From an optimization exercise on the open Yosys and OpenROAD flow, aimed at small area, a short achievable clock period and few clock cycles per item; shortcuts taken in it are not production practice. In this exercise RTL edits were held to simulation tests only and were not proved equivalent to the original. Power and IR drop assume default switching activity.

==> inputs of build 89 <==
==> flow/design.v <==
module prio_derive (
    input  wire        clk,
    input  wire        rst,
    input  wire        in_valid,
    output wire        in_ready,
    input  wire [63:0] in_table,
    output reg         out_valid,
    input  wire        out_ready,
    output reg  [19:0] out_order,
    output reg  [2:0]  out_diag
);
    localparam [2:0] D_NONE   = 3'd0,
                     D_OPAQUE = 3'd1,
                     D_AMBIG  = 3'd2,
                     D_MERGE  = 3'd3,
                     D_VERIFY = 3'd4;
    function req;                    
        input [1:0] v;
        input [1:0] t;
        input [3:0] A;
        integer u;
        reg d0, d1;
        begin
            d0 = 1'b1; d1 = 1'b1;    
            for (u = 0; u < 4; u = u + 1)
                if (A[u] && u != t) begin
                    if (u[0] == t[0]) d0 = 1'b0;
                    if (u[1] == t[1]) d1 = 1'b0;
                end
            if (d0)      req = (v[0] == t[0]);
            else if (d1) req = (v[1] == t[1]);
            else         req = (v == t);
        end
    endfunction
    function [1:0] level;
        input [31:0] q;
        input [3:0]  A;
        input [1:0]  t;
        integer s;
        reg o, at, af, e;
        begin
            o = 1'b1; at = 1'b0; af = 1'b0;
            for (s = 0; s < 16; s = s + 1)
                if ((s & ~A) == 0 && s != A) begin
                    e = req(q[2*s +: 2], t, A);
                    if (s[t]) o = o & e;
                    else begin
                        at = at | e;
                        af = af | !e;
                    end
                end
            if (!o)            level = 2'd1;
            else if (at && af) level = 2'd2;
            else if (at)       level = 2'd0;
            else               level = 2'd3;
        end
    endfunction
    function [1:0] sub2;
        input [31:0] q;
        input [3:0]  A;
        reg [1:0] p, r, res;
        integer c;
        begin
            p = q[2*A +: 2];
            res = 2'd0;
            for (c = 0; c < 4; c = c + 1)
                if (A[c] && req(p, c, A)) begin
                    r = level(q, A, c);
                    res = (r == 2'd3) ? 2'd0 : r;
                end
            sub2 = res;
        end
    endfunction
    function [1:0] sub3;
        input [31:0] q;
        input [3:0]  A;
        reg [1:0] p, r, res;
        integer c;
        begin
            p = q[2*A +: 2];
            res = 2'd0;
            for (c = 0; c < 4; c = c + 1)
                if (A[c] && req(p, c, A)) begin
                    r = level(q, A, c);
                    res = (r == 2'd3) ? sub2(q, A & ~(4'd1 << c)) : r;
                end
            sub3 = res;
        end
    endfunction
    function [1:0] suborder;
        input [31:0] q;
        reg [1:0] p, r, res;
        integer c;
        begin
            p = q[31:30];
            res = 2'd0;
            for (c = 0; c < 4; c = c + 1)
                if (p == c) begin
                    r = level(q, 4'hf, c);
                    res = (r == 2'd3) ? sub3(q, 4'hf & ~(4'd1 << c)) : r;
                end
            suborder = res;
        end
    endfunction
    wire [31:0] q0, q1;              
    genvar g;
    generate
        for (g = 0; g < 16; g = g + 1) begin : g_split
            assign q0[2*g +: 2] = in_table[4*g     +: 2];
            assign q1[2*g +: 2] = in_table[4*g + 2 +: 2];
        end
    endgenerate
    reg [19:0] order;
    wire [1:0] f0 = suborder(q0);
    wire [1:0] f1 = suborder(q1);
    reg  [3:0] pr0, pr1;
    reg  [3:0] ab0 [0:3];
    reg  [3:0] ab1 [0:3];
    reg        mok, same, vfail, s0, s1;
    reg  [3:0] bel [0:4];            
    reg  [4:0] here;
    reg  [4:0] at [0:4];             
    reg  [3:0] nib [0:4];
    reg        emp, fail;
    reg  [2:0] diag;
    integer x, y, k, e;
    function [4:0] onehot_cnt;       
        input [3:0] b;
        integer i;
        reg [2:0] c;
        begin
            c = 3'd0;
            for (i = 0; i < 4; i = i + 1) c = c + b[i];
            onehot_cnt = 5'd1 << c;
        end
    endfunction
    always @* begin
        for (x = 0; x < 4; x = x + 1) begin
            pr0[x] = (q0[2*(1 << x) +: 2] == x);
            pr1[x] = (q1[2*(1 << x) +: 2] == x);
            for (y = 0; y < 4; y = y + 1) begin
                ab0[x][y] = (q0[2*((1 << x) | (1 << y)) +: 2] == x);
                ab1[x][y] = (q1[2*((1 << x) | (1 << y)) +: 2] == x);
            end
        end
        s0 = pr0[3];
        s1 = pr1[3];
        mok = 1'b1;
        for (x = 0; x < 3; x = x + 1) begin
            if (pr0[x] != pr1[x]) mok = 1'b0;
            for (y = x + 1; y < 3; y = y + 1)
                if (ab0[x][y] != ab1[x][y]) mok = 1'b0;
            if (s0 && s1 && pr0[x] && ab0[3][x] && !ab1[3][x]) mok = 1'b0;
        end
        vfail = (q0[1:0] == 2'd3) != (q1[1:0] == 2'd3);
        same = s0 & s1;
        for (x = 0; x < 3; x = x + 1)
            if (pr0[x] && ab0[3][x] != ab1[3][x]) same = 1'b0;
        for (x = 0; x < 3; x = x + 1) begin
            bel[x] = 4'd0;
            for (y = 0; y < 3; y = y + 1)
                if (y != x) bel[x][y < x ? y : y - 1] = pr0[y] & ab0[x][y];
            bel[x][2] = s0 & ab0[x][3];
            bel[x][3] = s1 & !same & ab1[x][3];
            here[x] = pr0[x];
        end
        bel[3] = {1'b0, pr0[2] & ab0[3][2], pr0[1] & ab0[3][1], pr0[0] & ab0[3][0]};
        bel[4] = {s0,   pr0[2] & ab1[3][2], pr0[1] & ab1[3][1], pr0[0] & ab1[3][0]};
        here[3] = s0;
        here[4] = s1 & !same;
        for (e = 0; e < 5; e = e + 1)
            at[e] = here[e] ? onehot_cnt(bel[e]) : 5'd0;
        if (f0 != 2'd0)      diag = {1'b0, f0};
        else if (f1 != 2'd0) diag = {1'b0, f1};
        else if (!mok)       diag = D_MERGE;
        else if (vfail)      diag = D_VERIFY;
        else                 diag = D_NONE;
        fail = (diag != D_NONE);
        for (k = 0; k < 5; k = k + 1) begin
            emp = fail | !(at[0][k] | at[1][k] | at[2][k] | at[3][k] | at[4][k]);
            nib[k][3] = emp;
            nib[k][2] = emp | (at[3][k] & !same) | at[4][k];
            nib[k][1] = emp | at[2][k] | (at[3][k] & same);
            nib[k][0] = emp | at[1][k] | (at[3][k] & same) | at[4][k];
        end
        order = {nib[0], nib[1], nib[2], nib[3], nib[4]};
    end
    assign in_ready = !out_valid || out_ready;
    always @(posedge clk) begin
        if (rst)
            out_valid <= 1'b0;
        else if (in_ready)
            out_valid <= in_valid;
    end
    always @(posedge clk) begin
        if (in_ready) begin
            out_order <= order;
            out_diag  <= diag;
        end
    end
endmodule
==> flow/run.sh <==
#!/bin/bash
# synth_recipe.tcl (not shown) runs the flow's synth.tcl, then flattens the netlist and writes it again
# the make line also repeats each setting of config.mk as NAME=value (left out here)
make -C /OpenROAD-flow-scripts/flow DESIGN_CONFIG=/design/flow/config.mk WORK_HOME=/design/flow/orfs CLKGATE_MAP_FILE= SYNTH_SCRIPT=/design/flow/synth_recipe.tcl finish
==> flow/config.mk <==
export PLATFORM = sky130hd
export DESIGN_NAME = prio_derive
export DESIGN_NICKNAME = prio_derive
export VERILOG_FILES = /design/flow/design.v
export SDC_FILE = /design/flow/constraint.sdc
export NUM_CORES = 4
export LEC_CHECK = 0
export CAP_MARGIN = 20
export CORE_MARGIN = 2
export CORE_UTILIZATION = 40
export PLACE_DENSITY = 0.6
export SLEW_MARGIN = 20
==> flow/constraint.sdc <==
create_clock -name core_clock -period 8.0 [get_ports {clk}]
set_input_delay 1.6000 -clock core_clock [delete_from_list [all_inputs] [get_ports {clk}]]
set_output_delay 1.6000 -clock core_clock [all_outputs]
set_load 0.01 [all_outputs]
==> build 19 (differences from build 89) <==
--- a/flow/design.v
+++ b/flow/design.v
@@ -111,5 +111,4 @@
         end
     endgenerate
-    reg [19:0] order;
     wire [1:0] f0 = suborder(q0);
     wire [1:0] f1 = suborder(q1);
@@ -117,20 +116,18 @@
     reg  [3:0] ab0 [0:3];
     reg  [3:0] ab1 [0:3];
-    reg        mok, same, vfail, s0, s1;
-    reg  [3:0] bel [0:4];            
-    reg  [4:0] here;
-    reg  [4:0] at [0:4];             
-    reg  [3:0] nib [0:4];
-    reg        emp, fail;
-    reg  [2:0] diag;
-    integer x, y, k, e;
-    function [4:0] onehot_cnt;       
-        input [3:0] b;
-        integer i;
-        reg [2:0] c;
-        begin
-            c = 3'd0;
-            for (i = 0; i < 4; i = i + 1) c = c + b[i];
-            onehot_cnt = 5'd1 << c;
+    reg        mok, vfail, same;
+    reg  [1:0] rk [0:2];             
+    reg  [5:0] tl;                   
+    reg  [1:0] ia, ib;               
+    integer x, y;
+    function [1:0] cnt3;             
+        input [2:0] b;
+        begin
+            case (b)
+                3'b000:                         cnt3 = 2'd0;
+                3'b001, 3'b010, 3'b100:         cnt3 = 2'd1;
+                3'b011, 3'b101, 3'b110:         cnt3 = 2'd2;
+                default:                        cnt3 = 2'd3;
+            endcase
         end
     endfunction
@@ -144,6 +141,4 @@
             end
         end
-        s0 = pr0[3];
-        s1 = pr1[3];
         mok = 1'b1;
         for (x = 0; x < 3; x = x + 1) begin
@@ -151,40 +146,26 @@
             for (y = x + 1; y < 3; y = y + 1)
                 if (ab0[x][y] != ab1[x][y]) mok = 1'b0;
-            if (s0 && s1 && pr0[x] && ab0[3][x] && !ab1[3][x]) mok = 1'b0;
+            if (pr0[3] && pr1[3] && pr0[x] && ab0[3][x] && !ab1[3][x]) mok = 1'b0;
         end
         vfail = (q0[1:0] == 2'd3) != (q1[1:0] == 2'd3);
-        same = s0 & s1;
+        same = pr0[3] & pr1[3];
         for (x = 0; x < 3; x = x + 1)
             if (pr0[x] && ab0[3][x] != ab1[3][x]) same = 1'b0;
-        for (x = 0; x < 3; x = x + 1) begin
-            bel[x] = 4'd0;
-            for (y = 0; y < 3; y = y + 1)
-                if (y != x) bel[x][y < x ? y : y - 1] = pr0[y] & ab0[x][y];
-            bel[x][2] = s0 & ab0[x][3];
-            bel[x][3] = s1 & !same & ab1[x][3];
-            here[x] = pr0[x];
-        end
-        bel[3] = {1'b0, pr0[2] & ab0[3][2], pr0[1] & ab0[3][1], pr0[0] & ab0[3][0]};
-        bel[4] = {s0,   pr0[2] & ab1[3][2], pr0[1] & ab1[3][1], pr0[0] & ab1[3][0]};
-        here[3] = s0;
-        here[4] = s1 & !same;
-        for (e = 0; e < 5; e = e + 1)
-            at[e] = here[e] ? onehot_cnt(bel[e]) : 5'd0;
-        if (f0 != 2'd0)      diag = {1'b0, f0};
-        else if (f1 != 2'd0) diag = {1'b0, f1};
-        else if (!mok)       diag = D_MERGE;
-        else if (vfail)      diag = D_VERIFY;
-        else                 diag = D_NONE;
-        fail = (diag != D_NONE);
-        for (k = 0; k < 5; k = k + 1) begin
-            emp = fail | !(at[0][k] | at[1][k] | at[2][k] | at[3][k] | at[4][k]);
-            nib[k][3] = emp;
-            nib[k][2] = emp | (at[3][k] & !same) | at[4][k];
-            nib[k][1] = emp | at[2][k] | (at[3][k] & same);
-            nib[k][0] = emp | at[1][k] | (at[3][k] & same) | at[4][k];
-        end
-        order = {nib[0], nib[1], nib[2], nib[3], nib[4]};
+        for (x = 0; x < 3; x = x + 1)
+            rk[x] = cnt3({1'b0, pr0[(x + 1) % 3] & ab0[x][(x + 1) % 3],
+                                pr0[(x + 2) % 3] & ab0[x][(x + 2) % 3]});
+        tl = 6'h3f;
+        for (x = 0; x < 3; x = x + 1)
+            if (pr0[x]) tl[2*rk[x] +: 2] = x;
+        ia = cnt3({pr0[2] & ab0[3][2], pr0[1] & ab0[3][1], pr0[0] & ab0[3][0]});
+        ib = cnt3({pr0[2] & ab1[3][2], pr0[1] & ab1[3][1], pr0[0] & ab1[3][0]});
     end
     assign in_ready = !out_valid || out_ready;
+    reg  [1:0] r_f0, r_f1;
+    reg        r_mok, r_vf;
+    reg  [5:0] r_tl;                 
+    reg  [1:0] r_ia, r_ib;           
+    reg        r_ha, r_hb;           
+    reg        r_same;               
     always @(posedge clk) begin
         if (rst)
@@ -195,7 +176,49 @@
     always @(posedge clk) begin
         if (in_ready) begin
-            out_order <= order;
-            out_diag  <= diag;
-        end
+            r_f0   <= f0;
+            r_f1   <= f1;
+            r_mok  <= mok;
+            r_vf   <= vfail;
+            r_tl   <= tl;
+            r_ia   <= ia;
+            r_ib   <= ib;
+            r_ha   <= pr0[3];
+            r_hb   <= pr1[3] & !same;
+            r_same <= same;
+        end
+    end
+    reg        fail, sel_a, sel_b, bl_a, bl_b;
+    reg  [1:0] tn;
+    reg  [3:0] nib [0:4];
+    integer k;
+    function [1:0] r_at;             
+        input [5:0] r;
+        input integer j;
+        begin
+            if (j >= 0 && j <= 2) r_at = r[2*j +: 2];
+            else                  r_at = 2'b11;
+        end
+    endfunction
+    always @* begin
+        if (r_f0 != 2'd0)      out_diag = {1'b0, r_f0};
+        else if (r_f1 != 2'd0) out_diag = {1'b0, r_f1};
+        else if (!r_mok)       out_diag = D_MERGE;
+        else if (r_vf)         out_diag = D_VERIFY;
+        else                   out_diag = D_NONE;
+        fail = (r_f0 != 2'd0) | (r_f1 != 2'd0) | !r_mok | r_vf;
+        for (k = 0; k < 5; k = k + 1) begin
+            sel_a = r_ha && r_ia == k;
+            sel_b = r_hb && (r_ha ? (k >= 1 && r_ib == k - 1) : (r_ib == k));
+            bl_a  = r_ha && r_ia < k;
+            bl_b  = r_hb && (r_ha ? (k >= 1 && r_ib < k - 1) : (r_ib < k));
+            if (bl_a && bl_b)      tn = r_at(r_tl, k - 2);
+            else if (bl_a || bl_b) tn = r_at(r_tl, k - 1);
+            else                   tn = r_at(r_tl, k);
+            if (fail)       nib[k] = 4'hf;
+            else if (sel_a) nib[k] = r_same ? 4'd3 : 4'd4;
+            else if (sel_b) nib[k] = 4'd5;
+            else            nib[k] = {tn[1] & tn[0], tn[1] & tn[0], tn};
+        end
+        out_order = {nib[0], nib[1], nib[2], nib[3], nib[4]};
     end
 endmodule
==> flow/flow/run.sh (new file) <==
#!/bin/bash
# Layout flow: the standard layout, with the ports buffered by small
# plain buffers (sky130_fd_sc_hd__buf_1) instead of the delay-cell buffers
# buffer_ports picks on its own; repair_design and repair_timing size them
# from there. Every port still gets its own buffer.
set -euo pipefail
export BUFFER_PORTS_ARGS="-buffer_cell sky130_fd_sc_hd__buf_1"
bash standard.sh finish > standard_flow.log 2>&1
==> flow/standard.sh (new file) <==
#!/bin/bash
# synth_recipe.tcl (not shown) runs the flow's synth.tcl, then flattens the netlist and writes it again
# the make line also repeats each setting of config.mk as NAME=value (left out here)
make -C /OpenROAD-flow-scripts/flow DESIGN_CONFIG=/design/flow/config.mk WORK_HOME=/design/flow/orfs CLKGATE_MAP_FILE= SYNTH_SCRIPT=/design/flow/synth_recipe.tcl "${@:-finish}"
CORE_UTILIZATION = 60   (was 40)
PLACE_DENSITY = 0.75   (was 0.6)
SETUP_SLACK_MARGIN = 4.1   (was default)
removed: flow/run.sh
==> comparison <==
Power: build 19 is lower than build 89 (18%). Against build 19, the combinational power of build 89 is higher by about 23%. Against build 89, the worst hold slack of build 19 is lower by 0.19 ns. Between build 89 and build 19, the lower wire length is in build 19 (gap 29%, measured against build 19). Of build 89 and build 19, build 19 has the higher register-to-register slack (gap 0.21 ns). In build 19 the sequential cell count is lower than in build 89, by 4. Between build 89 and build 19, the lower global-route usage is in build 89 (gap 6.9 points). Of build 89 and build 19, build 89 has the higher first-iteration DRC count (gap 22%, measured against build 19).
Testbench counts of build 89, summed over its fixed seeds: cycles 2,056, items 2,048.
Testbench counts of build 19, summed over its fixed seeds: cycles 2,056, items 2,048.

==> separate check: timing with driven ports <==
The flow's constraints put no driver on any port. The routed layouts listed below were extracted and timed again, unchanged, in two steps. Step 1 assumes that a clkbuf_16 drives the clock port and a buf_2 every other input. Step 2, shift: input delay + t, output delay - t, t = (earliest + latest rising clock arrival at the registers) / 2. This alone moves slack from input paths to output paths. Slacks: no drivers / after step 1 / after step 2; pairs: no drivers / after step 1.
| run | t, ns | setup slack, ns | clock arrival spread, ns | worst register clock-pin slew, ns |
|---|---|---|---|---|
| build 89 | 0.286 | 1.929 / 1.931 / 1.645 | 0.006 / 0.005 | 0.06 / 0.06 |
| build 19 | 0.274 | 4.130 / 4.129 / 3.855 | 0.006 / 0.006 | 0.07 / 0.07 |
After both steps setup and hold are still met in every run listed. For build 89, which loses most, drivers alone change the setup slack by +0.002 ns; drivers and shift together by -0.284 ns.
